This design comes from an exercise in tuning for a short achievable clock period and few clock cycles on the open sky130 flow, not from production work. Only simulation tests tie the RTL to the original design; equivalence was not proved. Power figures rest on the tool's default switching activity, not on a simulated workload.

<file path="flow/flow/run.sh">
#!/bin/bash
# Standard ORFS layout, with timing repair aiming well past the clock period
# so that the achieved period shrinks. Full tool output goes to the ORFS logs
# (orfs/logs/...) and to standard.log in the work folder.
set -euo pipefail
bash standard.sh finish SETUP_SLACK_MARGIN=10 > standard.log 2>&1
</file>
<file path="flow/standard.sh">
#!/bin/bash
# synth_recipe.tcl (not shown) runs the flow's synth.tcl, then flattens the netlist and writes it again
# the make line also repeats each setting of config.mk as NAME=value (left out here)
make -C /OpenROAD-flow-scripts/flow DESIGN_CONFIG=/design/flow/config.mk WORK_HOME=/design/flow/orfs CLKGATE_MAP_FILE= SYNTH_SCRIPT=/design/flow/synth_recipe.tcl "${@:-finish}"
</file>
<file path="flow/config.mk">
export PLATFORM = sky130hd
export DESIGN_NAME = ycpu_core
export DESIGN_NICKNAME = ycpu_core
export VERILOG_FILES = /design/flow/design.v
export SDC_FILE = /design/flow/constraint.sdc
export NUM_CORES = 4
export LEC_CHECK = 0
export CAP_MARGIN = 20
export CORE_MARGIN = 2
export CORE_UTILIZATION = 40
export SLEW_MARGIN = 20
</file>
<file path="flow/constraint.sdc">
create_clock -name core_clock -period 15.0 [get_ports {clk}]
set_input_delay 3.0000 -clock core_clock [delete_from_list [all_inputs] [get_ports {clk}]]
set_output_delay 3.0000 -clock core_clock [all_outputs]
set_load 0.01 [all_outputs]
</file>
<file path="flow/design.v">
module ycpu_core (
    input  wire        clk,
    input  wire        rst,           
    output reg         bus_req,
    output reg         bus_we,
    output reg  [1:0]  bus_sel,       
    output reg  [14:0] bus_addr,
    output reg  [7:0]  bus_wdata,
    input  wire        bus_ack,
    input  wire        bus_err,
    input  wire [7:0]  bus_rdata,
    output wire        halted,
    output wire        fault,
    output wire [7:0]  pc_out
);
    localparam [3:0] OP_NOP = 4'd0,  OP_AND = 4'd1,  OP_OR  = 4'd2,  OP_NOT = 4'd3,
                     OP_ADD = 4'd4,  OP_SUB = 4'd5,  OP_MUL = 4'd6,  OP_DIV = 4'd7,
                     OP_SHL = 4'd8,  OP_SHR = 4'd9,  OP_ROL = 4'd10, OP_ROR = 4'd11,
                     OP_CPY = 4'd12, OP_CEQ = 4'd13, OP_CGT = 4'd14, OP_CLT = 4'd15;
    localparam [1:0] SEL_IMEM = 2'd0, SEL_DMEM = 2'd1, SEL_DEV = 2'd2;
    localparam [6:0] Q_F0 = 7'b1000000, Q_F1 = 7'b0100000, Q_F2 = 7'b0010000,
                     Q_L1 = 7'b0001000, Q_L2 = 7'b0000100, Q_EX = 7'b0000010,
                     Q_ST = 7'b0000001, Q_NONE = 7'b0000000;
    reg [6:0] st;
    wire st_f0 = st[6], st_f1 = st[5], st_f2 = st[4], st_l1 = st[3],
         st_l2 = st[2], st_ex = st[1], st_st = st[0];
    reg [7:0] pc;         
    reg [7:0] ibank;
    reg [7:0] dbank;
    reg [7:0] ir;         
    reg [7:0] a1, a2;     
    reg [7:0] b1, b2;     
    reg       err;
    reg       halted_r;
    reg       fault_r;
    reg [1:0] dcnt;       
    reg       ex_first;   
    reg [7:0] drem;       
    reg [7:0] dnum;       
    reg [7:0] dden;       
    reg [7:0] dquo;       
    reg       dneg;       
    wire [3:0] op = ir[3:0];
    wire       h  = ir[7];
    wire       s1 = ir[5];
    wire       s2 = ir[4];
    wire op_nop   = (op == OP_NOP);
    wire op_bin   = (op == OP_AND) || (op == OP_OR) || (op == OP_ADD) || (op == OP_SUB);
    wire op_cmp   = (op == OP_CEQ) || (op == OP_CGT) || (op == OP_CLT);
    wire op_unary = (op == OP_NOT) || (op == OP_SHL) || (op == OP_SHR) ||
                    (op == OP_ROL) || (op == OP_ROR);
    wire op_cpy   = (op == OP_CPY);
    wire op_mul   = (op == OP_MUL);
    wire op_div   = (op == OP_DIV);
    function [10:0] add10;
        input [9:0] a, b;
        input       cin;
        reg   [9:0] g, p, gg, pp, gn, pn;
        integer     i, k;
        begin
            g = a & b;
            p = a ^ b;
            gg = g;
            pp = p;
            gg[0] = g[0] | (p[0] & cin);
            for (k = 1; k < 10; k = k * 2) begin
                gn = gg;
                pn = pp;
                for (i = k; i < 10; i = i + 1) begin
                    gn[i] = gg[i] | (pp[i] & gg[i - k]);
                    pn[i] = pp[i] & pp[i - k];
                end
                gg = gn;
                pp = pn;
            end
            add10 = {gg[9], p ^ {gg[8:0], cin}};
        end
    endfunction
    function [7:0] add8;      
        input [7:0] a, b;
        reg   [10:0] t;
        begin
            t = add10({2'b00, a}, {2'b00, b}, 1'b0);
            add8 = t[7:0];
        end
    endfunction
    function [7:0] sub8;      
        input [7:0] a, b;
        reg   [10:0] t;
        begin
            t = add10({2'b00, a}, {2'b11, ~b}, 1'b1);
            sub8 = t[7:0];
        end
    endfunction
    function [7:0] neg8;      
        input [7:0] a;
        begin
            neg8 = sub8(8'd0, a);
        end
    endfunction
    function uge9;            
        input [8:0] a, b;
        reg   [10:0] t;
        begin
            t = add10({1'b0, a}, {1'b0, ~b}, 1'b1);
            uge9 = t[9];
        end
    endfunction
    function is_core;         
        input [7:0] a;
        begin
            is_core = (a == 8'd0) || (a == 8'd192) || (a == 8'd193);
        end
    endfunction
    function [17:0] route;
        input [7:0] a;
        input [7:0] ib;
        input [7:0] db;
        reg   [5:0] slot;
        begin
            slot = sub8({2'b00, a[5:0]}, 8'd2);     
            if (!a[7])
                route = {a[6:0] != 7'd0, SEL_IMEM, ib, a[6:0]};
            else if (!a[6])
                route = {1'b1, SEL_DMEM, db, 1'b0, a[5:0]};
            else
                route = {a[5:1] != 5'd0, SEL_DEV, 9'd0, slot};
        end
    endfunction
    function [7:0] int_val;
        input [7:0] a;
        input [7:0] pcv, ib, db;
        begin
            if (a[7]) int_val = a[0] ? db : ib;
            else      int_val = pcv;
        end
    endfunction
    wire [17:0] r_a1 = route(a1, ibank, dbank);
    wire [17:0] r_a2 = route(a2, ibank, dbank);
    wire [17:0] r_rd = route(bus_rdata, ibank, dbank);
    wire        a1_core = is_core(a1);
    wire        a2_core = is_core(a2);
    wire [7:0]  ival1 = int_val(a1, pc, ibank, dbank);
    wire [7:0]  ival2 = int_val(a2, pc, ibank, dbank);
    wire [7:0] pc1 = add8(pc, 8'd1);
    wire [7:0] pc2 = add8(pc, 8'd2);
    wire [7:0] pc3 = add8(pc, 8'd3);
    wire [7:0] pc6 = add8(pc, 8'd6);
    wire       f3  = pc >= 8'd123 && pc <= 8'd252;       
    wire       f6  = pc >= 8'd120 && pc <= 8'd249;       
    wire       dev  = bus_req & bus_sel[1];
    wire       fail = dev & bus_err;
    wire [7:0] yr   = bus_req ? bus_rdata : ival2;
    wire [7:0] y    = fail ? 8'h00 : yr;
    function [7:0] unary;
        input [3:0] o;
        input [7:0] x;
        begin
            case (o)
                OP_NOT:  unary = ~x;
                OP_SHL:  unary = {x[6:0], 1'b0};
                OP_SHR:  unary = {1'b0, x[7:1]};
                OP_ROL:  unary = {x[6:0], x[7]};
                OP_ROR:  unary = {x[0], x[7:1]};
                default: unary = x;
            endcase
        end
    endfunction
    function [7:0] binop;
        input [3:0] o;
        input [7:0] x, z;
        begin
            case (o)
                OP_AND:  binop = x & z;
                OP_OR:   binop = x | z;
                OP_ADD:  binop = add8(x, z);
                default: binop = sub8(x, z);
            endcase
        end
    endfunction
    function skipf;           
        input [3:0] o;
        input       sx, sz;
        input [7:0] x, z;
        reg [8:0] vx, vz;     
        begin
            vx = {!(sx & x[7]), x};
            vz = {!(sz & z[7]), z};
            case (o)
                OP_CEQ:  skipf = (vx != vz);
                OP_CGT:  skipf = uge9(vz, vx);
                default: skipf = uge9(vx, vz);
            endcase
        end
    endfunction
    wire [7:0] bin_l2  = fail ? binop(op, b1, 8'h00) : binop(op, b1, yr);
    wire       skip_l2 = fail ? skipf(op, s1, s2, b1, 8'h00) : skipf(op, s1, s2, b1, yr);
    wire [7:0] bin_l1  = fail ? binop(op, 8'h00, ival2) : binop(op, yr, ival2);
    wire       skip_l1 = fail ? skipf(op, s1, s2, 8'h00, ival2) : skipf(op, s1, s2, yr, ival2);
    wire [7:0] un_l1   = fail ? unary(op, 8'h00) : unary(op, yr);
    wire       y_zero  = fail | (yr == 8'h00);
    wire       n1   = s1 & b1[7];
    wire       n2   = s2 & yr[7];
    wire [7:0] amag = n1 ? neg8(b1) : b1;
    wire [7:0]  t1   = n2 ? yr : ~yr;
    wire [10:0] q0s  = add10({2'b00, amag}, {2'b00, t1}, ~n2);
    wire        q0   = !q0s[8];                           
    wire [8:0]  t2   = n2 ? {yr, 1'b0} : {~yr, 1'b1};
    wire [10:0] q1s  = add10({2'b00, amag}, {1'b0, t2}, ~n2);
    wire        dfast = !q1s[9];                          
    wire [7:0] dfast_res = q0 ? 8'h00 : ((n1 ^ n2) ? 8'hFF : 8'h01);
    wire       n1b  = s1 & b1[7];
    wire       n2b  = s2 & b2[7];
    wire [7:0] bmag = n2b ? neg8(b2) : b2;
    wire       qneg = n1b ^ n2b;
    function [9:0] dstep2;    
        input [7:0] r;
        input       u1, u0;
        input [7:0] d;
        reg   [10:0] t;
        reg          qa, qb;
        reg   [7:0]  ra;
        begin
            t  = add10({1'b0, r, u1}, {2'b11, ~d}, 1'b1);
            qa = !t[9];
            ra = qa ? t[7:0] : {r[6:0], u1};
            t  = add10({1'b0, ra, u0}, {2'b11, ~d}, 1'b1);
            qb = !t[9];
            dstep2 = {qa, qb, qb ? t[7:0] : {ra[6:0], u0}};
        end
    endfunction
    wire       ge6 = uge9({7'd0, amag[7:6]}, {1'b0, bmag});
    wire       ge4 = uge9({5'd0, amag[7:4]}, {1'b0, bmag});
    wire       ge2 = uge9({3'd0, amag[7:2]}, {1'b0, bmag});
    wire [9:0] s_j0 = dstep2({2'b00, amag[7:2]}, amag[1], amag[0], bmag);
    wire [9:0] s_j1 = dstep2({4'b0000, amag[7:4]}, amag[3], amag[2], bmag);
    wire [9:0] s_j2 = dstep2({6'b000000, amag[7:6]}, amag[5], amag[4], bmag);
    wire [9:0] s_j3 = dstep2(8'd0, amag[7], amag[6], bmag);
    wire [9:0] s_0  = ge6 ? s_j3 : ge4 ? s_j2 : ge2 ? s_j1 : s_j0;
    wire [1:0] j0   = ge6 ? 2'd3 : ge4 ? 2'd2 : ge2 ? 2'd1 : 2'd0;
    wire [7:0] nrest = ge6 ? {amag[5:0], 2'b00} : ge4 ? {amag[3:0], 4'b0000} :
                       {amag[1:0], 6'b000000};
    wire [7:0] q_first = {6'd0, s_0[9:8]};
    wire [7:0] r_first = qneg ? neg8(q_first) : q_first;
    wire [9:0] s_n   = dstep2(drem, dnum[7], dnum[6], dden);
    wire [7:0] q_next = {dquo[5:0], s_n[9:8]};
    wire [7:0] r_next = dneg ? neg8(q_next) : q_next;
    wire [7:0] pp0 = b2[0] ? b1        : 8'd0;
    wire [7:0] pp1 = b2[1] ? {b1[6:0], 1'b0} : 8'd0;
    wire [7:0] pp2 = b2[2] ? {b1[5:0], 2'b0} : 8'd0;
    wire [7:0] pp3 = b2[3] ? {b1[4:0], 3'b0} : 8'd0;
    wire [7:0] pp4 = b2[4] ? {b1[3:0], 4'b0} : 8'd0;
    wire [7:0] pp5 = b2[5] ? {b1[2:0], 5'b0} : 8'd0;
    wire [7:0] pp6 = b2[6] ? {b1[1:0], 6'b0} : 8'd0;
    wire [7:0] pp7 = b2[7] ? {b1[0], 7'b0}   : 8'd0;
    wire [7:0] mul_res = add8(add8(add8(pp0, pp1), add8(pp2, pp3)),
                              add8(add8(pp4, pp5), add8(pp6, pp7)));
    wire [7:0] yrpc3 = add8(yr, 8'd3);
    wire [7:0] ypc3  = fail ? 8'd3 : yrpc3;
    wire       yf3   = !fail && (yr >= 8'd123) && (yr <= 8'd252);
    wire [7:0] wpc3 = add8(bus_wdata, 8'd3);
    wire       wf3  = (bus_wdata >= 8'd123) && (bus_wdata <= 8'd252);
    reg [6:0]  n_st;
    reg        n_req, n_we;
    reg [1:0]  n_sel;
    reg [14:0] n_addr;
    reg [7:0]  n_wdata;
    reg [7:0]  n_pc, n_ibank, n_dbank, n_ir, n_a1, n_a2, n_b1, n_b2;
    reg        n_err, n_halted, n_fault;
    reg [1:0]  n_dcnt;
    reg        n_ex_first;
    reg [7:0]  n_drem, n_dnum, n_dden, n_dquo;
    reg        n_dneg;
    task finish;
        input       halt_i;       
        input [7:0] pc_halt;      
        input [7:0] npc;          
        input       nf;           
        input [7:0] ib_new;       
        begin
            n_we     = 1'b0;
            n_sel    = SEL_IMEM;
            n_addr   = {ib_new, npc[6:0]};
            n_pc     = halt_i ? pc_halt : npc;
            n_req    = !halt_i && !nf;
            n_halted = halt_i;
            n_fault  = !halt_i && nf;
            n_st     = (halt_i || nf) ? Q_NONE : Q_F0;
        end
    endtask
    always @(*) begin
        n_st = st; n_req = bus_req; n_we = bus_we; n_sel = bus_sel; n_addr = bus_addr;
        n_wdata = bus_wdata; n_pc = pc; n_ibank = ibank; n_dbank = dbank; n_ir = ir;
        n_a1 = a1; n_a2 = a2; n_b1 = b1; n_b2 = b2; n_err = err; n_halted = halted_r;
        n_fault = fault_r; n_dcnt = dcnt; n_ex_first = ex_first; n_drem = drem;
        n_dnum = dnum; n_dden = dden; n_dquo = dquo; n_dneg = dneg;
        if (st_f0) begin
            n_addr = {ibank, pc1[6:0]};
            n_st   = Q_F1;
        end
        if (st_f1) begin
            n_addr = {ibank, pc2[6:0]};
            n_st   = Q_F2;
        end
        if (st_f2) begin
            n_err = 1'b0;
            n_b1  = ival1;
            if (op_nop) begin
                finish(1'b0, pc, pc3, f3, ibank);
            end else if (!a1_core) begin
                {n_req, n_sel, n_addr} = r_a1;
                n_st = Q_L1;
            end else if (op_unary) begin
                n_req   = 1'b0;
                n_wdata = unary(op, ival1);
                n_st    = Q_ST;
            end else if (op_cpy) begin
                n_we    = 1'b1;
                n_wdata = ival1;
                n_st    = Q_ST;
            end else begin
                n_st = Q_L2;
            end
        end
        if (st_l1) begin
            n_b2 = ival2;
            if (op_cpy) begin
                if (!a2_core) begin
                    {n_req, n_sel, n_addr} = r_a2;
                    n_we = 1'b1;
                    n_st = Q_ST;
                end
            end else if (op_unary) begin
                n_we = 1'b1;
                n_st = Q_ST;
            end else if (a2_core && op_bin) begin
                {n_req, n_sel, n_addr} = r_a1;
                n_we = 1'b1;
                n_st = Q_ST;
            end else if (a2_core && !op_cmp) begin
                n_ex_first = 1'b1;
                n_req      = 1'b0;
                n_st       = Q_EX;
            end else if (!a2_core) begin
                {n_req, n_sel, n_addr} = r_a2;
                n_st = Q_L2;
            end
        end
        if (st_l2) begin
            n_ex_first = 1'b1;
            if (op_bin || op_div) begin
                {n_req, n_sel, n_addr} = r_a1;
                n_we = 1'b1;
                n_st = Q_ST;
            end else if (op_mul) begin
                n_req = 1'b0;
                n_st  = Q_EX;
            end
        end
        if (st_ex) begin
            n_ex_first = 1'b0;
            if (op_mul) begin
                {n_req, n_sel, n_addr} = r_a1;
                n_we    = 1'b1;
                n_wdata = mul_res;
                n_st    = Q_ST;
            end else if (ex_first) begin
                n_dcnt = j0;
                n_drem = s_0[7:0];
                n_dnum = nrest;
                n_dden = bmag;
                n_dquo = q_first;
                n_dneg = qneg;
                if (b2 == 8'd0) begin
                    finish(h, pc, pc3, f3, ibank);
                end else if (j0 == 2'd0) begin
                    {n_req, n_sel, n_addr} = r_a1;
                    n_we    = 1'b1;
                    n_wdata = r_first;
                    n_st    = Q_ST;
                end
            end else begin
                n_dcnt = dcnt - 2'd1;
                n_drem = s_n[7:0];
                n_dnum = {dnum[5:0], 2'b00};
                n_dquo = q_next;
                if (dcnt == 2'd1) begin
                    {n_req, n_sel, n_addr} = r_a1;
                    n_we    = 1'b1;
                    n_wdata = r_next;
                    n_st    = Q_ST;
                end
            end
        end
        if (st_st && !bus_req) begin
            case (op_cpy ? a2 : a1)
                8'd0: begin
                    n_pc = bus_wdata;
                    finish(h & err, bus_wdata, wpc3, wf3, ibank);
                end
                8'd192: begin
                    n_ibank = bus_wdata;
                    finish(h & err, pc, pc3, f3, bus_wdata);
                end
                default: begin
                    n_dbank = bus_wdata;
                    finish(h & err, pc, pc3, f3, ibank);
                end
            endcase
        end
        if (st_f0) n_ir = bus_rdata;
        if (st_f1) n_a1 = bus_rdata;
        if (st_f2) begin
            n_a2 = bus_rdata;
            if (!op_nop && a1_core && !op_unary)
                {n_req, n_sel, n_addr} = r_rd;
        end
        if (st_l1) begin
            n_b1  = y;
            n_err = err | fail;
            if (op_cpy) begin
                n_wdata = y;
                if (a2_core) begin
                    if (a2 == 8'd0) begin
                        finish(h & (err | fail), y, ypc3, yf3, ibank);
                    end else if (!a2[0]) begin
                        n_ibank = y;
                        finish(h & (err | fail), pc, pc3, f3, y);
                    end else begin
                        n_dbank = y;
                        finish(h & (err | fail), pc, pc3, f3, ibank);
                    end
                end
            end else if (op_unary) begin
                n_wdata = un_l1;
            end else if (a2_core && op_bin) begin
                n_wdata = bin_l1;
            end else if (a2_core && op_cmp) begin
                finish(h & (err | fail), pc, skip_l1 ? pc6 : pc3, skip_l1 ? f6 : f3, ibank);
            end
        end
        if (st_l2) begin
            n_b2  = y;
            n_err = err | fail;
            n_wdata = op_bin ? bin_l2 : dfast_res;
            if (op_cmp) begin
                finish(h & (err | fail), pc, skip_l2 ? pc6 : pc3, skip_l2 ? f6 : f3, ibank);
            end else if (op_div) begin
                if (y_zero) begin
                    finish(h, pc, pc3, f3, ibank);
                end else if (!dfast) begin
                    n_req = 1'b0;
                    n_st  = Q_EX;
                end
            end
        end
        if (st_st && bus_req) begin
            finish(h & (err | fail), pc, pc3, f3, ibank);
        end
    end
    wire adv = !bus_req || bus_ack;
    always @(posedge clk) begin
        if (rst) begin
            st        <= Q_F0;
            pc        <= 8'h00;
            ibank     <= 8'h00;
            dbank     <= 8'h00;
            err       <= 1'b0;
            halted_r  <= 1'b0;
            fault_r   <= 1'b0;
            bus_req   <= 1'b1;
            bus_we    <= 1'b0;
            bus_sel   <= SEL_IMEM;
            bus_addr  <= 15'd0;
            dcnt      <= 2'd0;
            ex_first  <= 1'b0;
        end else if (adv) begin
            st        <= n_st;
            pc        <= n_pc;
            ibank     <= n_ibank;
            dbank     <= n_dbank;
            err       <= n_err;
            halted_r  <= n_halted;
            fault_r   <= n_fault;
            bus_req   <= n_req;
            bus_we    <= n_we;
            bus_sel   <= n_sel;
            bus_addr  <= n_addr;
            dcnt      <= n_dcnt;
            ex_first  <= n_ex_first;
        end
    end
    always @(posedge clk) begin
        if (adv) begin
            bus_wdata <= n_wdata;
            ir        <= n_ir;
            a1        <= n_a1;
            a2        <= n_a2;
            b1        <= n_b1;
            b2        <= n_b2;
            drem      <= n_drem;
            dnum      <= n_dnum;
            dden      <= n_dden;
            dquo      <= n_dquo;
            dneg      <= n_dneg;
        end
    end
    assign halted = halted_r;
    assign fault  = fault_r;
    assign pc_out = pc;
endmodule
</file>
==> impl_metrics.yaml, run 1 <==
hold_path:
  worstHoldPathCells: 2
  hold_path_class: "reg2reg"
  hp-start: "dcnt[0]$_SDFFE_PP0P_"
  holdPathEnd: "dcnt[0]$_SDFFE_PP0P_"
clock_network:
  h-tree-depth: 4
  cts.sinks: 132
  cts_tree: "built"
  root_buffer: "clkbuf_16"
  cts_buffers: 17
  clk_path_buf_depth: 2
  clk_pin_slew_ns: 0.08
  clk_latency_ns: 0.48
place:
  portBuffers: 48
  gp_congestion: 1.02
  dp_hpwl_um: 89600
  dpl.cell_count: 3772
worst_setup_path:
  crit_path_max_incr_delay_ns: 0.56
  ff2ff_path_depth: 29
  r2r_start: "b1[1]$_DFFE_PP_"
  cp_max_fo: 8
  cp_data_arrival_time_ns: 6.24
  cp-end-kind: "register"
  cp_data_required_time_ns: 15.20
  crit_top_cell: "ha_4"
  slowest_stage: "or4_4"
  cp-start-kind: "register"
  r2r-end: "bus_wdata[5]$_DFFE_PN_"
  rrSetupSlack_ns: 8.96
  critical_path_class: "reg2reg"
global_routing:
  met1_usage: 0.570
  grt.total_usage: 0.420
  grt_max_degree: 50
  globalRouteOverflowTotal: 0
  top_usage_layer: "met2"
  grt_pass1_vias: 26300
  grt_first_pass_wirelength_um: 184000
  grt_antenna_before_repair: 6
  met3_usage: 0.119
  met2_usage: 0.605
pwr:
  leakagePower_nw: 11.1
  vdd_drop_max_mv: 0.0966
  powerDensity_nw_per_um2: 52.3
yosys:
  seq_area_frac_synth: 0.151
  ys_types: 127
  synth-main-ff-cell: "edfxtp_1"
  postSynthAreaPerCell_um2: 7.34
  ys_ff_latch: 132
  yosys_warnings: 1
  synth-edff-count: 76
  postSynthCellCount: 3077
  async_flop_share: 0
  synth_area_um2: 22600
finish:
  final_common_cell: "nor2_1"
  layout-drive-gt1-share: 0.245
  instances_no_fill: 4079
  final_cell_mix: "nor2_1 (334), buf_4 (308), nand2_1 (253), a21oi_1 (206), o21ai_0 (193)"
  layout-area-overhead-vs-synth_pct: 29.3
  n_fill_cell: 5374
  nets: 3540
route:
  first_iter_violations: 4197
  wl_per_cell_um: 31.5
  viasPerCell: 6.99
  wl_um: 129000
  first_pass_iters: 9
  drcViolationCount: 0
  via_count: 28500
  postRouteAntennaNets: 0
outcome:
  status: "finished clean"
die:
  core_area_um2: 56100
  rows: 87
  initial_core_util: 0.403
  die_h_um: 242
  die_x_um: 242
  io_pins: 49
  design.die.area_um2: 58400
sta:
  whs_ns: 0.485
  finalCritPeriodShare: 0.403
  finClkSkew_ns: 0.0205
  slew_violations: 0
  grt_setup_unrepaired: "true"
  clock.fmax_ghz: 0.165
  setup_viol: 0
  finalSetupTns_ns: 0
  worstMarginPinSlew_ns: 1.27
  slew_headroom: 0.152
  layout_min_cycle_time_ns: 6.04
  finalHoldViolations: 0
flow_run:
  cap_violations: 0
## flip-flops by register name, indices dropped and copies added, names as in the netlist, 7 cells and up
signal,count
a2,8
bus_addr,15
dbank,8
dden,8
st,7
b1,8
b2,8
ibank,8
pc,8
a1,8
ir,7
drem,8
bus_wdata,8
## power breakdown
group	leakage [nW]	internal, mW	total (mW)	switching (mW)
registers	1.15	0.391	0.412	0.0203
logic	9.67	0.276	0.676	0.400
clock network	0.275	0.218	0.440	0.222
## logic make-up (layout without fill, tap and decap cells)
family	after synthesis	after routing	synth area share
xor+xnor	154	154	0.0606
flops	132	132	0.151
compound gates	1093	1093	0.333
mux	88	88	0.0411
simple gates	1041	1042	0.224
other cells	1	7	0.000166
fa+ha+maj	220	220	0.128
buf+inv	348	587	0.0635
## Yosys cell counts (all sizes together), types with 40 or more instances
cell type / count / area [um^2]
a211oi: 59 / 483
a21oi: 240 / 1220
a31oi: 44 / 282
buf: 58 / 319
clkbuf: 158 / 613
dfxtp: 56 / 1120
edfxtp: 76 / 2280
ha: 202 / 2530
inv: 123 / 462
mux2i: 61 / 623
nand2: 270 / 1020
nand3: 58 / 295
nor2: 348 / 1320
nor2b: 40 / 250
nor3: 94 / 513
o211ai: 40 / 319
o21ai: 236 / 1200
o22ai: 50 / 313
xnor2: 115 / 1030
## per-layer routing
layer / part of all wire / up-vias / wire [um]
li1: - / 12000 / -
met1: 0.39 / 13700 / 50500
met2: 0.40 / 2294 / 51900
met3: 0.14 / 524 / 18000
met4: 0.063 / 14 / 8040
met5: 0.00075 / - / 97
## worst max-delay path: cells and delay by family, from the launching register on
family | cells | cell delay [ns]
fa+ha+maj | 4 | 0.93
compound gates | 13 | 2.14
simple gates | 5 | 0.86
mux | 1 | 0.22
flops | 1 | 0.53
xor+xnor | 1 | 0.14
buf+inv | 5 | 0.90
## how the worst max path moves through the flow
stage | startpoint | end
2_1_floorplan | b2[0]$_DFFE_PP_ | bus_wdata[6]$_DFFE_PN_
3_3_place_gp | b1[7]$_DFFE_PP_ | bus_wdata[3]$_DFFE_PN_
3_5_place_dp | b1[0]$_DFFE_PP_ | bus_wdata[3]$_DFFE_PN_
4_1_cts | b1[0]$_DFFE_PP_ | bus_wdata[6]$_DFFE_PN_
5_1_grt | b1[1]$_DFFE_PP_ | bus_wdata[6]$_DFFE_PN_
6_report | b1[1]$_DFFE_PP_ | bus_wdata[5]$_DFFE_PN_
## cell type report
cell class,count,area [um^2],share of cell area
multi-input cells,2602,20000,0.685
repair buffers,424,3720,0.128
flip-flops and latches,132,3400,0.117
well taps,756,946,0.0324
inverters,131,572,0.0196
clock buffers,18,429,0.0147
clock inverters,14,120,0.00412
diodes,2,5.00,0.000171
## through the flow
| stage | utilization | cell area (um^2) | setup WS (ns) | power (mW) |
|---|---|---|---|---|
| 2_1_floorplan | - | 23100 | 8.79 | 0.727 |
| 3_3_place_gp | 0.433 | 24300 | 7.19 | 0.902 |
| 3_5_place_dp | 0.433 | 24300 | 6.98 | 0.905 |
| 4_1_cts | 0.497 | 27800 | 8.88 | 1.44 |
| 5_1_grt | 0.521 | 29200 | 8.80 | 1.56 |
| 6_report | 0.521 | 29200 | 8.96 | 1.53 |
## timing repair
item,CTS,global route
setup buffers,199,71
hold buffers,0,0
hold endpoints to repair,0,0
setup endpoints to repair,58,55
gates cloned,2,1
gates resized for setup,341,135
pin swaps,108,106
Testbench counts, summed over its fixed seeds: cycles 42,053.
==> run 2: changes to the inputs <==
--- a/flow/design.v
+++ b/flow/design.v
@@ -36,4 +36,6 @@
     reg [1:0] dcnt;       
     reg       ex_first;   
+    reg       ex_dset;    
+    reg [7:0] damag;      
     reg [7:0] drem;       
     reg [7:0] dnum;       
@@ -194,24 +196,19 @@
         end
     endfunction
-    wire [7:0] bin_l2  = fail ? binop(op, b1, 8'h00) : binop(op, b1, yr);
-    wire       skip_l2 = fail ? skipf(op, s1, s2, b1, 8'h00) : skipf(op, s1, s2, b1, yr);
-    wire [7:0] bin_l1  = fail ? binop(op, 8'h00, ival2) : binop(op, yr, ival2);
-    wire       skip_l1 = fail ? skipf(op, s1, s2, 8'h00, ival2) : skipf(op, s1, s2, yr, ival2);
     wire [7:0] un_l1   = fail ? unary(op, 8'h00) : unary(op, yr);
-    wire       y_zero  = fail | (yr == 8'h00);
+    wire [7:0] bin_ex  = binop(op, b1, b2);
+    wire       skip_ex = skipf(op, s1, s2, b1, b2);
     wire       n1   = s1 & b1[7];
-    wire       n2   = s2 & yr[7];
+    wire       n2   = s2 & b2[7];
+    wire       qneg = n1 ^ n2;
     wire [7:0] amag = n1 ? neg8(b1) : b1;
-    wire [7:0]  t1   = n2 ? yr : ~yr;
+    wire [7:0] bmag = n2 ? neg8(b2) : b2;
+    wire [7:0]  t1   = n2 ? b2 : ~b2;
     wire [10:0] q0s  = add10({2'b00, amag}, {2'b00, t1}, ~n2);
     wire        q0   = !q0s[8];                           
-    wire [8:0]  t2   = n2 ? {yr, 1'b0} : {~yr, 1'b1};
+    wire [8:0]  t2   = n2 ? {b2, 1'b0} : {~b2, 1'b1};
     wire [10:0] q1s  = add10({2'b00, amag}, {1'b0, t2}, ~n2);
     wire        dfast = !q1s[9];                          
-    wire [7:0] dfast_res = q0 ? 8'h00 : ((n1 ^ n2) ? 8'hFF : 8'h01);
-    wire       n1b  = s1 & b1[7];
-    wire       n2b  = s2 & b2[7];
-    wire [7:0] bmag = n2b ? neg8(b2) : b2;
-    wire       qneg = n1b ^ n2b;
+    wire [7:0] dfast_res = q0 ? 8'h00 : (qneg ? 8'hFF : 8'h01);
     function [9:0] dstep2;    
         input [7:0] r;
@@ -230,17 +227,17 @@
         end
     endfunction
-    wire       ge6 = uge9({7'd0, amag[7:6]}, {1'b0, bmag});
-    wire       ge4 = uge9({5'd0, amag[7:4]}, {1'b0, bmag});
-    wire       ge2 = uge9({3'd0, amag[7:2]}, {1'b0, bmag});
-    wire [9:0] s_j0 = dstep2({2'b00, amag[7:2]}, amag[1], amag[0], bmag);
-    wire [9:0] s_j1 = dstep2({4'b0000, amag[7:4]}, amag[3], amag[2], bmag);
-    wire [9:0] s_j2 = dstep2({6'b000000, amag[7:6]}, amag[5], amag[4], bmag);
-    wire [9:0] s_j3 = dstep2(8'd0, amag[7], amag[6], bmag);
+    wire       ge6 = uge9({7'd0, damag[7:6]}, {1'b0, dden});
+    wire       ge4 = uge9({5'd0, damag[7:4]}, {1'b0, dden});
+    wire       ge2 = uge9({3'd0, damag[7:2]}, {1'b0, dden});
+    wire [9:0] s_j0 = dstep2({2'b00, damag[7:2]}, damag[1], damag[0], dden);
+    wire [9:0] s_j1 = dstep2({4'b0000, damag[7:4]}, damag[3], damag[2], dden);
+    wire [9:0] s_j2 = dstep2({6'b000000, damag[7:6]}, damag[5], damag[4], dden);
+    wire [9:0] s_j3 = dstep2(8'd0, damag[7], damag[6], dden);
     wire [9:0] s_0  = ge6 ? s_j3 : ge4 ? s_j2 : ge2 ? s_j1 : s_j0;
     wire [1:0] j0   = ge6 ? 2'd3 : ge4 ? 2'd2 : ge2 ? 2'd1 : 2'd0;
-    wire [7:0] nrest = ge6 ? {amag[5:0], 2'b00} : ge4 ? {amag[3:0], 4'b0000} :
-                       {amag[1:0], 6'b000000};
+    wire [7:0] nrest = ge6 ? {damag[5:0], 2'b00} : ge4 ? {damag[3:0], 4'b0000} :
+                       {damag[1:0], 6'b000000};
     wire [7:0] q_first = {6'd0, s_0[9:8]};
-    wire [7:0] r_first = qneg ? neg8(q_first) : q_first;
+    wire [7:0] r_first = dneg ? neg8(q_first) : q_first;
     wire [9:0] s_n   = dstep2(drem, dnum[7], dnum[6], dden);
     wire [7:0] q_next = {dquo[5:0], s_n[9:8]};
@@ -269,6 +266,6 @@
     reg        n_err, n_halted, n_fault;
     reg [1:0]  n_dcnt;
-    reg        n_ex_first;
-    reg [7:0]  n_drem, n_dnum, n_dden, n_dquo;
+    reg        n_ex_first, n_ex_dset;
+    reg [7:0]  n_drem, n_dnum, n_dden, n_dquo, n_damag;
     reg        n_dneg;
     task finish;
@@ -293,6 +290,7 @@
         n_wdata = bus_wdata; n_pc = pc; n_ibank = ibank; n_dbank = dbank; n_ir = ir;
         n_a1 = a1; n_a2 = a2; n_b1 = b1; n_b2 = b2; n_err = err; n_halted = halted_r;
-        n_fault = fault_r; n_dcnt = dcnt; n_ex_first = ex_first; n_drem = drem;
-        n_dnum = dnum; n_dden = dden; n_dquo = dquo; n_dneg = dneg;
+        n_fault = fault_r; n_dcnt = dcnt; n_ex_first = ex_first; n_ex_dset = ex_dset;
+        n_drem = drem; n_dnum = dnum; n_dden = dden; n_dquo = dquo; n_dneg = dneg;
+        n_damag = damag;
         if (st_f0) begin
             n_addr = {ibank, pc1[6:0]};
@@ -306,4 +304,5 @@
             n_err = 1'b0;
             n_b1  = ival1;
+            n_ex_first = 1'b1;
             if (op_nop) begin
                 finish(1'b0, pc, pc3, f3, ibank);
@@ -325,4 +324,5 @@
         if (st_l1) begin
             n_b2 = ival2;
+            n_ex_first = 1'b1;
             if (op_cpy) begin
                 if (!a2_core) begin
@@ -334,13 +334,8 @@
                 n_we = 1'b1;
                 n_st = Q_ST;
-            end else if (a2_core && op_bin) begin
-                {n_req, n_sel, n_addr} = r_a1;
-                n_we = 1'b1;
-                n_st = Q_ST;
-            end else if (a2_core && !op_cmp) begin
-                n_ex_first = 1'b1;
-                n_req      = 1'b0;
-                n_st       = Q_EX;
-            end else if (!a2_core) begin
+            end else if (a2_core) begin
+                n_req = 1'b0;
+                n_st  = Q_EX;
+            end else begin
                 {n_req, n_sel, n_addr} = r_a2;
                 n_st = Q_L2;
@@ -349,30 +344,32 @@
         if (st_l2) begin
             n_ex_first = 1'b1;
-            if (op_bin || op_div) begin
-                {n_req, n_sel, n_addr} = r_a1;
-                n_we = 1'b1;
-                n_st = Q_ST;
-            end else if (op_mul) begin
-                n_req = 1'b0;
-                n_st  = Q_EX;
-            end
+            n_req = 1'b0;
+            n_st  = Q_EX;
         end
         if (st_ex) begin
             n_ex_first = 1'b0;
-            if (op_mul) begin
-                {n_req, n_sel, n_addr} = r_a1;
-                n_we    = 1'b1;
-                n_wdata = mul_res;
-                n_st    = Q_ST;
-            end else if (ex_first) begin
+            n_ex_dset  = 1'b0;
+            if (ex_first) begin
+                if (op_cmp) begin
+                    finish(h & err, pc, skip_ex ? pc6 : pc3, skip_ex ? f6 : f3, ibank);
+                end else if (op_div && b2 == 8'd0) begin
+                    finish(h, pc, pc3, f3, ibank);
+                end else if (op_div && !dfast) begin
+                    n_ex_dset = 1'b1;
+                    n_damag   = amag;
+                    n_dden    = bmag;
+                    n_dneg    = qneg;
+                end else begin
+                    {n_req, n_sel, n_addr} = r_a1;
+                    n_we    = 1'b1;
+                    n_wdata = op_bin ? bin_ex : op_mul ? mul_res : dfast_res;
+                    n_st    = Q_ST;
+                end
+            end else if (ex_dset) begin
                 n_dcnt = j0;
                 n_drem = s_0[7:0];
                 n_dnum = nrest;
-                n_dden = bmag;
                 n_dquo = q_first;
-                n_dneg = qneg;
-                if (b2 == 8'd0) begin
-                    finish(h, pc, pc3, f3, ibank);
-                end else if (j0 == 2'd0) begin
+                if (j0 == 2'd0) begin
                     {n_req, n_sel, n_addr} = r_a1;
                     n_we    = 1'b1;
@@ -434,8 +431,4 @@
             end else if (op_unary) begin
                 n_wdata = un_l1;
-            end else if (a2_core && op_bin) begin
-                n_wdata = bin_l1;
-            end else if (a2_core && op_cmp) begin
-                finish(h & (err | fail), pc, skip_l1 ? pc6 : pc3, skip_l1 ? f6 : f3, ibank);
             end
         end
@@ -443,15 +436,4 @@
             n_b2  = y;
             n_err = err | fail;
-            n_wdata = op_bin ? bin_l2 : dfast_res;
-            if (op_cmp) begin
-                finish(h & (err | fail), pc, skip_l2 ? pc6 : pc3, skip_l2 ? f6 : f3, ibank);
-            end else if (op_div) begin
-                if (y_zero) begin
-                    finish(h, pc, pc3, f3, ibank);
-                end else if (!dfast) begin
-                    n_req = 1'b0;
-                    n_st  = Q_EX;
-                end
-            end
         end
         if (st_st && bus_req) begin
@@ -475,4 +457,5 @@
             dcnt      <= 2'd0;
             ex_first  <= 1'b0;
+            ex_dset   <= 1'b0;
         end else if (adv) begin
             st        <= n_st;
@@ -489,4 +472,5 @@
             dcnt      <= n_dcnt;
             ex_first  <= n_ex_first;
+            ex_dset   <= n_ex_dset;
         end
     end
@@ -504,4 +488,5 @@
             dquo      <= n_dquo;
             dneg      <= n_dneg;
+            damag     <= n_damag;
         end
     end
==> impl_metrics.yaml, run 2 <==
clock_network:
  root_buffer: "clkbuf_16"
  cts_tree: "built"
  clk_pin_slew_ns: 0.07
  h-tree-depth: 4
  clk_path_buf_depth: 2
  clk_latency_ns: 0.47
  cts_buffers: 17
  hold_buffers: 0
  cts.sinks: 141
finish:
  instances_no_fill: 3182
  layout-area-overhead-vs-synth_pct: 14.4
  largest_reg_flops: 15
  layout-drive-gt1-share: 0.128
  n_fill_cell: 4825
  seqCellArea_um2: 3660
  regMostFlops: "bus_addr"
  nets: 2748
  multi_input_area_um2: 14800
  final_common_cell: "nor2_1"
  final_cell_mix: "nor2_1 (266), a21oi_1 (190), nand2_1 (173), ha_1 (162), o21ai_0 (157)"
  final_area_um2: 21900
  post-route-util: 0.461
yosys:
  seq_area_frac_synth: 0.192
  yosys_warnings: 1
  synth_area_um2: 19100
  ys_ff_latch: 141
  synth-edff-count: 84
  synth.area.top_cells: "edfxtp_1 (13%), ha_1 (11%), dfxtp_1 (6.0%)"
  postSynthAreaPerCell_um2: 7.65
  synth_common_cells: "nor2_1 (273), a21oi_1 (197), nand2_1 (180), o21ai_0 (168), ha_1 (167)"
  synth_top_area_frac: 0.132
  yosysTopAreaCell: "edfxtp_1"
  ys_types: 104
  async_flop_share: 0
  yosysMostFrequentCell: "nor2_1"
  postSynthCellCount: 2498
  synth-main-ff-cell: "edfxtp_1"
worst_setup_path:
  crit_buf_inv: 4
  cp_data_required_time_ns: 15.31
  cp_max_fo: 7
  cp_data_arrival_time_ns: 5.30
  crit_path_max_incr_delay_ns: 0.41
  slowest_stage: "edfxtp_1"
  cp-start-kind: "register"
  crit_chain: "clkinvlp_4 -> buf_4 -> ha_1 -> nor2b_1 -> o21ai_0 -> a211oi_2 -> buf_4 -> mux2i_2 -> ha_1 -> o21a_1 -> o21ai_1 -> a21o_1 -> a211o_4 -> a221oi_4 -> o21ai_2 -> ha_1 -> nor3_1 -> nand4_1 -> buf_4 -> nor2_1 -> a21oi_1 -> o211ai_1 -> a2bb2oi_1"
  critPathTopFamily: "compound AO/OA/AOI/OAI gates"
  critical_path_class: "reg2reg"
  cp-end-kind: "register"
global_routing:
  grt_pass1_vias: 20400
  grt_antenna_before_repair: 0
  grt_first_pass_wirelength_um: 137000
  globalRouteOverflowTotal: 0
  grt_max_degree: 48
  grt.total_usage: 0.372
route:
  first_iter_violations: 2898
  wl_um: 94600
  first_pass_iters: 8
  viasPerCell: 6.76
  via_count: 21500
  drcViolationCount: 0
  postRouteAntennaNets: 0
  wl_per_cell_um: 29.7
sta:
  clock.fmax_ghz: 0.200
  whs_ns: 0.481
  layout_setup_ws_ns: 10.01
  finalCritPeriodShare: 0.333
  grt_setup_unrepaired: "true"
  layout_min_cycle_time_ns: 4.99
  worstMarginPinSlew_ns: 1.14
  finalHoldViolations: 0
  finClkSkew_ns: 0.0220
  setup_viol: 0
  slew_headroom: 0.241
  finalSetupTns_ns: 0
  slew_violations: 0
die:
  die_h_um: 223
  initial_core_util: 0.403
  core_area_um2: 47400
  die_x_um: 223
  rows: 80
  design.die.area_um2: 49500
  io_pins: 49
pwr:
  p_comb_frac: 0.208
  pwr-share-clk: 0.411
  power_switching_mw: 0.386
  leakagePower_nw: 8.39
  p_sw_frac: 0.338
  p_int_mw: 0.757
  power_frac_seq: 0.381
  vdd_drop_max_mv: 0.0626
  p_total_mw: 1.14
  powerDensity_nw_per_um2: 52.3
place:
  gp_congestion: 1.02
  placed_area_um2: 20300
  dp_hpwl_um: 69100
  dpl.cell_count: 3075
  preCtsSetupSlack_ns: 8.61
  portBuffers: 48
hold_path:
  hold_path_class: "reg2reg"
flow_run:
  cap_violations: 0
outcome:
  status: "finished clean"
==> run 2: worst min-delay path, stage by stage (launching register included) <==
cell and delay (ns):
dfxtp_1 0.31, o21ai_0 0.06, a21oi_1 0.06
==> run 2: logic make-up after synthesis <==
| logic type | Yosys count | share of synthesized area |
|---|---|---|
| adders and majority gates | 183 | 0.126 |
| buffers and inverters | 280 | 0.0600 |
| other | 1 | 0.000196 |
| muxes | 89 | 0.0487 |
| xor gates and xnor gates | 129 | 0.0613 |
| AOI/OAI and AO/OA | 873 | 0.311 |
| DFF | 141 | 0.192 |
| and+or+nand+nor | 802 | 0.201 |
==> run 2: timing repair <==
item / CTS / global route
resized for setup: 66 / 60
endpoints found under the setup margin: 71 / 27
cloned: 1 / 0
setup buffers: 42 / 31
pin swaps: 11 / 12
==> run 2: final timing paths <==
| check | slack (ns) | cells after the start | to | from |
|---|---|---|---|---|
| worst max-delay path | 10.01 | 23 | bus_wdata[3]$_DFFE_PN_ | dden[1]$_DFFE_PP_ |
| worst min-delay path | 0.48 | 2 | halted_r$_SDFFE_PP0N_ | halted_r$_SDFFE_PP0N_ |
| worst max register to register | 10.01 | 23 | bus_wdata[3]$_DFFE_PN_ | dden[1]$_DFFE_PP_ |
| worst min register to register | 0.48 | 2 | halted_r$_SDFFE_PP0N_ | halted_r$_SDFFE_PP0N_ |
==> run 2: layout make-up <==
cell class	instances	share of cell area
repair inverters	1	0.000229
diodes	1	0.000115
repair buffers	175	0.0666
flip-flops and latches	141	0.168
inverters	136	0.0246
well taps	615	0.0352
clock inverters	13	0.00693
multi-input cells	2081	0.677
clock buffers	19	0.0212
==> run 2: layer usage <==
metal	wire (um)	track usage
met1	35800	0.445
met2	42300	0.595
met3	8560	0.0770
met4	7980	0.267
met5	0	0
==> run 2: power by group through the flow <==
stage / Clock, mW / Combinational, mW / Sequential [mW]
2_1_floorplan: 0 / 0.138 / 0.433
3_3_place_gp: 0 / 0.218 / 0.445
3_5_place_dp: 0 / 0.218 / 0.445
4_1_cts: 0.475 / 0.224 / 0.435
5_1_grt: 0.489 / 0.248 / 0.435
6_report: 0.470 / 0.238 / 0.436
Testbench counts of run 2, summed over its fixed seeds: cycles 46,032.
==> run 3: changes to the inputs <==
==> flow/flow/run.sh (replaced) <==
#!/bin/bash
# Standard ORFS layout with two changes to how it is made:
#  - synthesis leaves adders to ABC instead of mapping them to full-adder
#    cells first (ADDER_MAP_FILE empty), so they are timing-optimised like
#    the rest of the logic; registers are unchanged;
#  - timing repair aims well past the clock period (SETUP_SLACK_MARGIN 10),
#    so that the achieved period shrinks.
# Full tool output goes to the ORFS logs (orfs/logs/...) and to standard.log.
set -euo pipefail
bash standard.sh finish SETUP_SLACK_MARGIN=10 ADDER_MAP_FILE= > standard.log 2>&1
==> impl_metrics.yaml, run 3 <==
finish:
  layout-area-overhead-vs-synth_pct: 9.99
  final_common_cell: "nand2_1"
  multi_input_area_um2: 13600
  antenna_cells: 0
  final_area_um2: 20100
  seqCellArea_um2: 3660
  largest_reg_flops: 15
  regMostFlops: "bus_addr"
  n_fill_cell: 4741
  post-route-util: 0.445
  layout-drive-gt1-share: 0.0905
  nets: 2618
  final_cell_mix: "nand2_1 (293), nor2_1 (278), o21ai_0 (264), a21oi_1 (241), xnor2_1 (144)"
sta:
  finClkSkew_ns: 0.0160
  setup_viol: 0
  clock.fmax_ghz: 0.202
  layout_min_cycle_time_ns: 4.95
  grt_setup_unrepaired: "false"
  finalHoldViolations: 0
  worstMarginPinSlew_ns: 1.18
  slew_headroom: 0.206
  finalSetupTns_ns: 0
  finalCritPeriodShare: 0.330
  slew_violations: 0
route:
  first_pass_iters: 7
  wl_um: 87100
  viasPerCell: 6.81
  postRouteAntennaNets: 0
  wl_per_cell_um: 27.1
  via_count: 21900
  drcViolationCount: 0
  first_iter_violations: 3086
clock_network:
  clk_pin_slew_ns: 0.07
  cts_buffers: 17
  root_buffer: "clkbuf_16"
  cts.sinks: 141
  clk_path_buf_depth: 2
  hold_buffers: 0
  cts_tree: "built"
  h-tree-depth: 4
  clk_latency_ns: 0.47
yosys:
  synth-edff-count: 84
  ys_types: 100
  synthSimpleGateAreaFrac: 0.235
  async_flop_share: 0
  synth_xor_area_frac: 0.0913
  postSynthCellCount: 2669
  synth_compound_area_frac: 0.361
  synth_area_um2: 18300
  synth_top_family_by_area: "compound AO/OA/AOI/OAI gates"
  yosysMostFrequentCell: "nand2_1"
  yosys_warnings: 1
  postSynthAreaPerCell_um2: 6.86
  synthMuxAreaShare: 0.0343
  yosysTopAreaCell: "edfxtp_1"
  ys_ff_latch: 141
  synth_common_cells: "nand2_1 (294), nor2_1 (287), o21ai_0 (267), a21oi_1 (244), clkbuf_1 (184)"
  synth_top_area_frac: 0.138
  seq_area_frac_synth: 0.200
  synth.area.top_cells: "edfxtp_1 (14%), o21ai_0 (7.3%), xnor2_1 (6.9%)"
  synth-main-ff-cell: "edfxtp_1"
  synthAdderAreaFrac: 0.0144
place:
  gp_congestion: 1.06
  portBuffers: 48
  dp_hpwl_um: 62700
  placed_area_um2: 19300
worst_setup_path:
  cp_data_arrival_time_ns: 5.36
  crit_path_max_incr_delay_ns: 0.49
  critPathTopFamily: "buffers and inverters"
  cp-end-kind: "register"
  critical_path_class: "in2reg"
  cp-start-kind: "primary input"
  crit_chain: "clkdlybuf4s50_1 -> nor2b_2 -> buf_6 -> clkinv_2 -> buf_4 -> nand2_1 -> a221oi_1 -> a22o_1"
  cp_max_fo: 33
  cp_data_required_time_ns: 15.41
  slowest_stage: "clkdlybuf4s50_1"
  crit_buf_inv: 4
die:
  die_h_um: 218
  rows: 78
  io_pins: 49
  initial_core_util: 0.404
  design.die.area_um2: 47500
  die_x_um: 218
  core_area_um2: 45300
flow_run:
  cap_violations: 0
pwr:
  powerDensity_nw_per_um2: 54.9
  vdd_drop_max_mv: 0.0572
  leakagePower_nw: 6.76
global_routing:
  globalRouteOverflowTotal: 0
  grt_first_pass_wirelength_um: 130000
  grt.total_usage: 0.359
  grt_antenna_before_repair: 0
  grt_max_degree: 40
  grt_pass1_vias: 20400
hold_path:
  hold_path_class: "reg2reg"
outcome:
  status: "finished clean"
run 3: cell count changes in the layout (fill, tap and decap cells not counted), sizes merged, moves of 19 or more:
cell    previous run  this run
ha               167         0
nand2            180       295
o21ai            179       278
inv              132        63
a21oi            198       247
xnor2             96       144
a21o              43        15
maj3               0        26
buf              130       105
nor3              92        69
a22oi             11        31
o211ai            27        46
run 3: final cells by class:
class,instances,area share
inverters,66,0.0124
repair buffers,151,0.0619
flip-flops and latches,141,0.182
multi-input cells,2229,0.677
clock inverters,13,0.00708
well taps,600,0.0373
clock buffers,19,0.0230
run 3: stage by stage:
stage / total power [mW] / hold slack (ns) / setup slack, ns / instances
2_1_floorplan: 0.567 / 0.421 / 10.03 / 2669
3_3_place_gp: 0.653 / 0.522 / 8.86 / 3164
3_5_place_dp: 0.654 / 0.520 / 8.86 / 3164
4_1_cts: 1.10 / 0.543 / 10.00 / 3197
5_1_grt: 1.14 / 0.554 / 10.01 / 3219
6_report: 1.11 / 0.540 / 10.05 / 3219
run 3: per-layer routing:
layer | GRT usage | share of wire | vias to the layer above
met3 | 0.0709 | 0.096 | 351
li1 | - | - | 9763
met2 | 0.566 | 0.44 | 1421
met5 | 0 | 0 | -
met1 | 0.444 | 0.39 | 10400
met4 | 0.234 | 0.074 | 0
run 3: logic make-up after synthesis:
kind of cell	after synthesis
compound gates	1019
xor+xnor	191
fa+ha+maj	26
buf+inv	301
flops	141
mux	61
simple gates	930
run 3: what timing repair did:
| action | 4_1_cts | 5_1_grt |
|---|---|---|
| setup endpoints to repair | 44 | 39 |
| cloned | 1 | 1 |
| hold endpoints to repair | 0 | 0 |
| setup buffers | 0 | 21 |
| pin swaps | 0 | 5 |
| resized for setup | 32 | 27 |
run 3: final timing paths:
check / end / slack [ns] / cells past startpoint / from
worst max-delay path: bus_addr[9]$_SDFFE_PP0N_ / 10.05 / 8 / bus_ack
worst min-delay path: bus_addr[10]$_SDFFE_PP0N_ / 0.54 / 1 / bus_addr[10]$_SDFFE_PP0N_
worst max register to register: bus_addr[14]$_SDFFE_PP0N_ / 10.21 / 10 / ir[1]$_DFFE_PP_
worst min register to register: bus_addr[10]$_SDFFE_PP0N_ / 0.54 / 1 / bus_addr[10]$_SDFFE_PP0N_
run 3: report_power, final:
group | leakage [nW] | switching (mW) | internal [mW]
Clock | 0.294 | 0.211 | 0.235
Combinational | 5.24 | 0.154 | 0.0758
Sequential | 1.23 | 0.0131 | 0.417
==> run 4: changes to the inputs <==
==> flow/flow/run.sh (replaced) <==
#!/bin/bash
# Standard ORFS layout with two changes to how it is made:
#  - synthesis leaves adders to ABC instead of mapping them to full-adder
#    cells first (ADDER_MAP_FILE empty), so they are timing-optimised like
#    the rest of the logic; registers are unchanged;
#  - timing repair aims well past the clock period (SETUP_SLACK_MARGIN 11.5),
#    so that the achieved period shrinks.
# Full tool output goes to the ORFS logs (orfs/logs/...) and to standard.log.
set -euo pipefail
bash standard.sh finish SETUP_SLACK_MARGIN=11.5 ADDER_MAP_FILE= > standard.log 2>&1
==> impl_metrics.yaml, run 4 <==
die:
  core_area_um2: 45300
  rows: 78
  die_h_um: 218
  die_x_um: 218
  design.die.area_um2: 47500
  io_pins: 49
  initial_core_util: 0.404
finish:
  final_cell_mix: "buf_4 (265), nand2_1 (262), nor2_1 (253), a21oi_1 (210), o21ai_0 (183)"
  multi_input_area_um2: 15500
  nets: 2936
  largest_reg_flops: 15
  final_common_cell: "buf_4"
  layout-area-overhead-vs-synth_pct: 41.0
  instances_no_fill: 3539
  post-route-util: 0.570
  n_fill_cell: 4134
  regMostFlops: "bus_addr"
  layout-drive-gt1-share: 0.302
  seqCellArea_um2: 3730
place:
  dpl.cell_count: 3158
  portBuffers: 48
  gp_congestion: 1.01
  dp_hpwl_um: 61700
route:
  first_pass_iters: 8
  first_iter_violations: 4030
  postRouteAntennaNets: 0
  viasPerCell: 6.93
  drcViolationCount: 0
  wl_per_cell_um: 28.5
  via_count: 24500
  wl_um: 101000
worst_setup_path:
  cp_data_arrival_time_ns: 4.87
  ff2ff_path_depth: 14
  crit_top_cell: "o21ai_1"
  rrSetupSlack_ns: 10.78
  cp-start-kind: "primary input"
  critical_path_class: "in2reg"
  cp-end-kind: "register"
  cp_data_required_time_ns: 15.40
  crit_path_max_incr_delay_ns: 0.25
  r2r_start: "b2[5]$_DFFE_PP_"
  cp_max_fo: 5
  slowest_stage: "nor3_1"
  r2r-end: "pc[6]$_SDFFE_PP0N_"
  crit_chain: "buf_12 -> nand2_4 -> o21a_4 -> buf_4 -> buf_8 -> o21ai_0 -> nand3_1 -> o21ai_1 -> o211ai_1 -> o21ai_1 -> a31oi_1 -> nor3_1 -> a21oi_1 -> o22ai_1"
yosys:
  synth_top_area_frac: 0.138
  yosysMostFrequentCell: "nand2_1"
  synth_common_cells: "nand2_1 (294), nor2_1 (287), o21ai_0 (267), a21oi_1 (244), clkbuf_1 (184)"
  yosysTopAreaCell: "edfxtp_1"
  postSynthCellCount: 2669
  synth-main-ff-cell: "edfxtp_1"
  synth_area_um2: 18300
  synth.area.top_cells: "edfxtp_1 (14%), o21ai_0 (7.3%), xnor2_1 (6.9%)"
  synth-edff-count: 84
  ys_types: 100
  async_flop_share: 0
  postSynthAreaPerCell_um2: 6.86
  yosys_warnings: 1
  ys_ff_latch: 141
  seq_area_frac_synth: 0.200
outcome:
  status: "finished clean"
global_routing:
  grt_pass1_vias: 22600
  grt_max_degree: 41
  globalRouteOverflowTotal: 0
  grt.total_usage: 0.406
  grt_antenna_before_repair: 4
  grt_first_pass_wirelength_um: 145000
clock_network:
  cts.sinks: 141
  cts_tree: "built"
  root_buffer: "clkbuf_16"
  hold_buffers: 0
  clk_pin_slew_ns: 0.07
  cts_buffers: 17
  h-tree-depth: 4
  clk_path_buf_depth: 2
  clk_latency_ns: 0.49
flow_run:
  cap_violations: 0
sta:
  finalCritPeriodShare: 0.298
  finalHoldViolations: 0
  slew_violations: 0
  finClkSkew_ns: 0.0307
  slew_headroom: 0.377
  layout_min_cycle_time_ns: 4.47
  finalSetupTns_ns: 0
  worstMarginPinSlew_ns: 0.934
  clock.fmax_ghz: 0.224
  grt_setup_unrepaired: "true"
  setup_viol: 0
hold_path:
  hp-start: "dcnt[0]$_SDFFE_PP0P_"
  worstHoldPathCells: 2
  holdPathEnd: "dcnt[0]$_SDFFE_PP0P_"
  hold_path_class: "reg2reg"
pwr:
  powerDensity_nw_per_um2: 46.5
  leakagePower_nw: 9.31
  vdd_drop_max_mv: 0.0609
## run 4: worst max-delay path: cells and delay by family
kind / cells / cell delay, ns
and+or+nand+nor: 3 / 0.40
buffers and inverters: 3 / 0.33
AOI/OAI and AO/OA: 8 / 1.12
## run 4: where the power goes
| part | internal [mW] | switching [mW] | total [mW] |
|---|---|---|---|
| clock | 0.231 | 0.209 | 0.439 |
| sequential | 0.416 | 0.0147 | 0.431 |
| combinational | 0.138 | 0.194 | 0.332 |
| total | 0.784 | 0.417 | 1.20 |
## run 4: area by class of cell
type / count / share of cell area
well taps: 600 / 0.0291
repair buffers: 462 / 0.190
clock inverters: 13 / 0.00499
diodes: 3 / 0.000291
repair inverters: 3 / 0.00145
multi-input cells: 2233 / 0.601
inverters: 66 / 0.0117
flip-flops and latches: 141 / 0.145
clock buffers: 18 / 0.0166
## run 4: worst max-delay path by stage
| stage | from | endpoint | slack (ns) | depth (start not counted) |
|---|---|---|---|---|
| after floorplan | bus_rdata[0] | pc[5]$_SDFFE_PP0N_ | 10.29 | 13 |
| after global placement | bus_rdata[0] | bus_addr[7]$_SDFFE_PP0N_ | 9.11 | 10 |
| after detailed placement | bus_rdata[0] | bus_addr[7]$_SDFFE_PP0N_ | 9.09 | 10 |
| after CTS | bus_rdata[0] | pc[5]$_SDFFE_PP0N_ | 10.60 | 13 |
| after global routing | bus_rdata[0] | pc[6]$_SDFFE_PP0N_ | 10.39 | 12 |
| final | bus_rdata[0] | fault_r$_SDFFE_PP0N_ | 10.53 | 14 |
## run 4: cell families after synthesis
kind of cell / Yosys count / share of synthesized area
flops: 141 / 0.200
simple gates: 930 / 0.235
mux: 61 / 0.0343
xor+xnor: 191 / 0.0913
fa+ha+maj: 26 / 0.0144
buf+inv: 301 / 0.0644
compound gates: 1019 / 0.361
## run 4: repair_timing
| action | 4_1_cts | 5_1_grt |
|---|---|---|
| resized for setup | 710 | 155 |
| setup endpoints to repair | 214 | 209 |
| cloned | 22 | 5 |
| hold endpoints to repair | 0 | 0 |
| pin swaps | 163 | 111 |
| buffers inserted | 245 | 75 |
## run 4: per-stage QoR
| step | hold WS [ns] | worst slack (ns) | instance area [um^2] | power [mW] |
|---|---|---|---|---|
| finish | 0.563 | 10.53 | 25800 | 1.20 |
| global route | 0.585 | 10.39 | 25800 | 1.23 |
| detailed placement | 0.519 | 9.09 | 19500 | 0.658 |
| floorplan | 0.421 | 10.29 | 18800 | 0.579 |
| global placement | 0.518 | 9.11 | 19500 | 0.657 |
| CTS | 0.543 | 10.60 | 24400 | 1.16 |
## run 4: metal layers
metal,vias up,global-route usage,share of wire
li1,10400,-,-
met1,11500,0.485,0.36
met2,1971,0.630,0.43
met3,601,0.0960,0.12
met4,4,0.307,0.093
met5,-,0,0.00021
==> run 5: changes to the inputs <==
--- a/flow/design.v
+++ b/flow/design.v
@@ -197,4 +197,5 @@
     endfunction
     wire [7:0] un_l1   = fail ? unary(op, 8'h00) : unary(op, yr);
+    wire       skip_l2 = fail ? skipf(op, s1, s2, b1, 8'h00) : skipf(op, s1, s2, b1, yr);
     wire [7:0] bin_ex  = binop(op, b1, b2);
     wire       skip_ex = skipf(op, s1, s2, b1, b2);
@@ -436,4 +437,6 @@
             n_b2  = y;
             n_err = err | fail;
+            if (op_cmp)
+                finish(h & (err | fail), pc, skip_l2 ? pc6 : pc3, skip_l2 ? f6 : f3, ibank);
         end
         if (st_st && bus_req) begin
==> impl_metrics.yaml, run 5 <==
outcome:
  status: "finished clean"
yosys:
  synth-main-ff-cell: "edfxtp_1"
  postSynthAreaPerCell_um2: 6.90
  ys_types: 108
  postSynthCellCount: 2795
  synth_top_area_frac: 0.131
  yosys_warnings: 1
  synth_area_um2: 19300
  synth_common_cells: "nand2_1 (324), nor2_1 (287), o21ai_0 (242), a21oi_1 (214), clkbuf_1 (187)"
  seq_area_frac_synth: 0.190
  yosysMostFrequentCell: "nand2_1"
  async_flop_share: 0
  yosysTopAreaCell: "edfxtp_1"
  ys_ff_latch: 141
  synth.area.top_cells: "edfxtp_1 (13%), xnor2_1 (7.0%), nand2_1 (6.3%)"
  synth-edff-count: 84
worst_setup_path:
  cp_max_fo: 9
  cp-end-kind: "register"
  cp_data_required_time_ns: 15.32
  crit_top_cell: "buf_12"
  critical_path_class: "in2reg"
  crit_path_start: "bus_rdata[7]"
  slowest_stage: "or4_4"
  crit_path_max_incr_delay_ns: 0.46
  cp-start-kind: "primary input"
  crit_chain: "buf_12 -> buf_12 -> nand2_4 -> o21a_4 -> mux2_4 -> or4_4 -> o32a_1 -> a41oi_2 -> a31oi_4 -> buf_6 -> buf_4 -> and3_1 -> o21ai_2 -> o21a_1 -> a311oi_1"
  cp_data_arrival_time_ns: 5.89
  r2r_start: "b2[5]$_DFFE_PP_"
sta:
  slew_headroom: 0.288
  whs_ns: 0.516
  finalSetupTns_ns: 0
  finalCritPeriodShare: 0.371
  worstMarginPinSlew_ns: 1.06
  slew_violations: 0
  setup_viol: 0
  grt_setup_unrepaired: "true"
  clock.fmax_ghz: 0.179
  finClkSkew_ns: 0.0165
  layout_min_cycle_time_ns: 5.57
  finalHoldViolations: 0
place:
  dpl.cell_count: 3286
  gp_congestion: 1.03
  dp_hpwl_um: 69800
  placed_area_um2: 20600
  portBuffers: 48
finish:
  final_common_cell: "nand2_1"
  instances_no_fill: 3606
  layout-area-overhead-vs-synth_pct: 36.0
  n_fill_cell: 4466
  nets: 2990
  layout-drive-gt1-share: 0.284
  final_cell_mix: "nand2_1 (293), nor2_1 (261), buf_4 (251), a21oi_1 (178), o21ai_0 (177)"
  regMostFlops: "bus_addr"
  antenna_cells: 0
  largest_reg_flops: 15
  final_area_um2: 26200
  post-route-util: 0.551
route:
  first_iter_violations: 3396
  wl_per_cell_um: 29.9
  met3_length_um: 11700
  postRouteAntennaNets: 0
  top_layer: "met5"
  drcViolationCount: 0
  m1WireLength_um: 37900
  dr_wl_met2_um: 46900
  wl_um: 108000
  via_count: 25200
  viasPerCell: 6.98
  first_pass_iters: 6
die:
  rows: 80
  die_x_um: 224
  core_area_um2: 47600
  design.die.area_um2: 50000
  io_pins: 49
  initial_core_util: 0.405
  die_h_um: 224
global_routing:
  grt.total_usage: 0.418
  globalRouteOverflowTotal: 0
  grt_first_pass_wirelength_um: 156000
  grt_max_degree: 49
  grt_antenna_before_repair: 2
  grt_pass1_vias: 23500
clock_network:
  root_buffer: "clkbuf_16"
  h-tree-depth: 4
  clk_path_buf_depth: 2
  hold_buffers: 0
  cts.sinks: 141
  clk_latency_ns: 0.50
  cts_buffers: 17
  clk_pin_slew_ns: 0.06
  cts_tree: "built"
pwr:
  leakagePower_nw: 9.32
  pwr-share-clk: 0.266
  vdd_drop_max_mv: 0.0642
  powerDensity_nw_per_um2: 60.5
  p_int_mw: 0.939
  power_frac_seq: 0.288
  p_comb_frac: 0.446
  power_switching_mw: 0.648
  p_sw_frac: 0.408
flow_run:
  cap_violations: 0
hold_path:
  hp-start: "bus_addr[5]$_SDFFE_PP0N_"
  hold_path_class: "reg2reg"
==> run 5: cell count changes after synthesis, sizes merged, moves of 13 or more <==
cell and delta:
a21oi -32, nand2 +29, o21ai -23, buf +19, o31ai +15, a21o +14, mux2i +14, o22ai +13
xor2 -13
==> run 5: repair_timing <==
item | 4_1_cts | 5_1_grt
buffers inserted | 202 | 63
gates cloned | 18 | 5
gates resized for setup | 588 | 212
setup endpoints to repair | 215 | 213
pin swaps | 86 | 81
==> run 5: through the flow <==
step / setup slack [ns] / power (mW)
2_1_floorplan: 9.11 / 0.795
3_3_place_gp: 7.91 / 0.975
3_5_place_dp: 7.87 / 0.975
4_1_cts: 9.48 / 1.51
5_1_grt: 9.27 / 1.63
6_report: 9.43 / 1.59
==> run 5: worst paths after layout <==
check                                  end  slack [ns]  cells after the start
hold reg to reg   bus_addr[5]$_SDFFE_PP0N_        0.52                      2
setup / recovery        pc[1]$_SDFFE_PP0P_        9.43                     15
setup reg to reg  bus_addr[4]$_SDFFE_PP0N_        9.90                     12
hold / removal    bus_addr[5]$_SDFFE_PP0N_        0.52                      2
==> run 5: metal layers <==
metal	vias to the layer above	track usage
met2	1841	0.651
li1	10800	-
met5	-	0
met1	11900	0.489
met3	626	0.0969
met4	2	0.349
==> run 5: critical path: cells and delay by family <==
family | cells | cell delay, ns
AOI/OAI and AO/OA | 7 | 1.24
muxes | 1 | 0.30
buffers and inverters | 4 | 0.61
and+or+nand+nor | 3 | 0.71
==> run 5: layout make-up <==
cell class	instances	area [um^2]	share of cell area
clock buffer	21	472	0.0180
tap	615	769	0.0293
inverter	58	278	0.0106
timing repair inverter	2	15.0	0.000572
clock inverter	11	83.8	0.00320
timing repair buffer	415	4400	0.168
sequential	141	3730	0.142
multi-input combinational	2343	16500	0.628
==> run 5: power by group through the flow <==
stage	clock [mW]	combinational, mW	sequential, mW
2_1_floorplan	0	0.344	0.451
3_3_place_gp	0	0.505	0.470
3_5_place_dp	0	0.506	0.469
4_1_cts	0.424	0.629	0.455
5_1_grt	0.437	0.731	0.458
6_report	0.421	0.709	0.457
==> run 5: kinds of logic after synthesis <==
family                     share of synthesized area
xor gates and xnor gates                      0.0877
and+or+nand+nor                                0.244
adders and majority gates                     0.0146
muxes                                         0.0427
buffers and inverters                         0.0640
DFF                                            0.190
AOI/OAI and AO/OA                              0.358
Testbench counts of run 5, summed over its fixed seeds: cycles 44,721.

## port drivers added, routing unchanged
Ports are ideal in the flow. The routed layouts listed here were re-timed in OpenROAD.
Step 1 sets driving cells, clkbuf_16 on the clock port and buf_2 on the other inputs (assumed; they add their load-dependent delay and slew).
Step 2, shift: input delay + t, output delay - t, t = (earliest + latest rising clock arrival at the registers) / 2. This alone moves slack from input paths to output paths.
Three values: no drivers, after step 1, after step 2; two values: the first two.
| run | t (ns) | setup slack, ns | clock arrival spread, ns | worst register clock-pin slew, ns |
|---|---|---|---|---|
| run 1 | 0.527 | 8.957 / 8.957 / 8.611 | 0.021 / 0.020 | 0.08 / 0.08 |
| run 2 | 0.522 | 10.006 / 10.006 / 9.526 | 0.023 / 0.022 | 0.08 / 0.08 |
| run 3 | 0.520 | 10.051 / 10.004 / 9.565 | 0.016 / 0.016 | 0.08 / 0.08 |
| run 4 | 0.540 | 10.526 / 10.522 / 9.981 | 0.031 / 0.031 | 0.09 / 0.09 |
| run 5 | 0.548 | 9.428 / 9.428 / 8.880 | 0.017 / 0.017 | 0.08 / 0.08 |
After both steps every run listed still meets setup and hold. For run 5, which loses most, drivers alone change the setup slack by 0.000 ns; drivers and shift together by -0.548 ns.
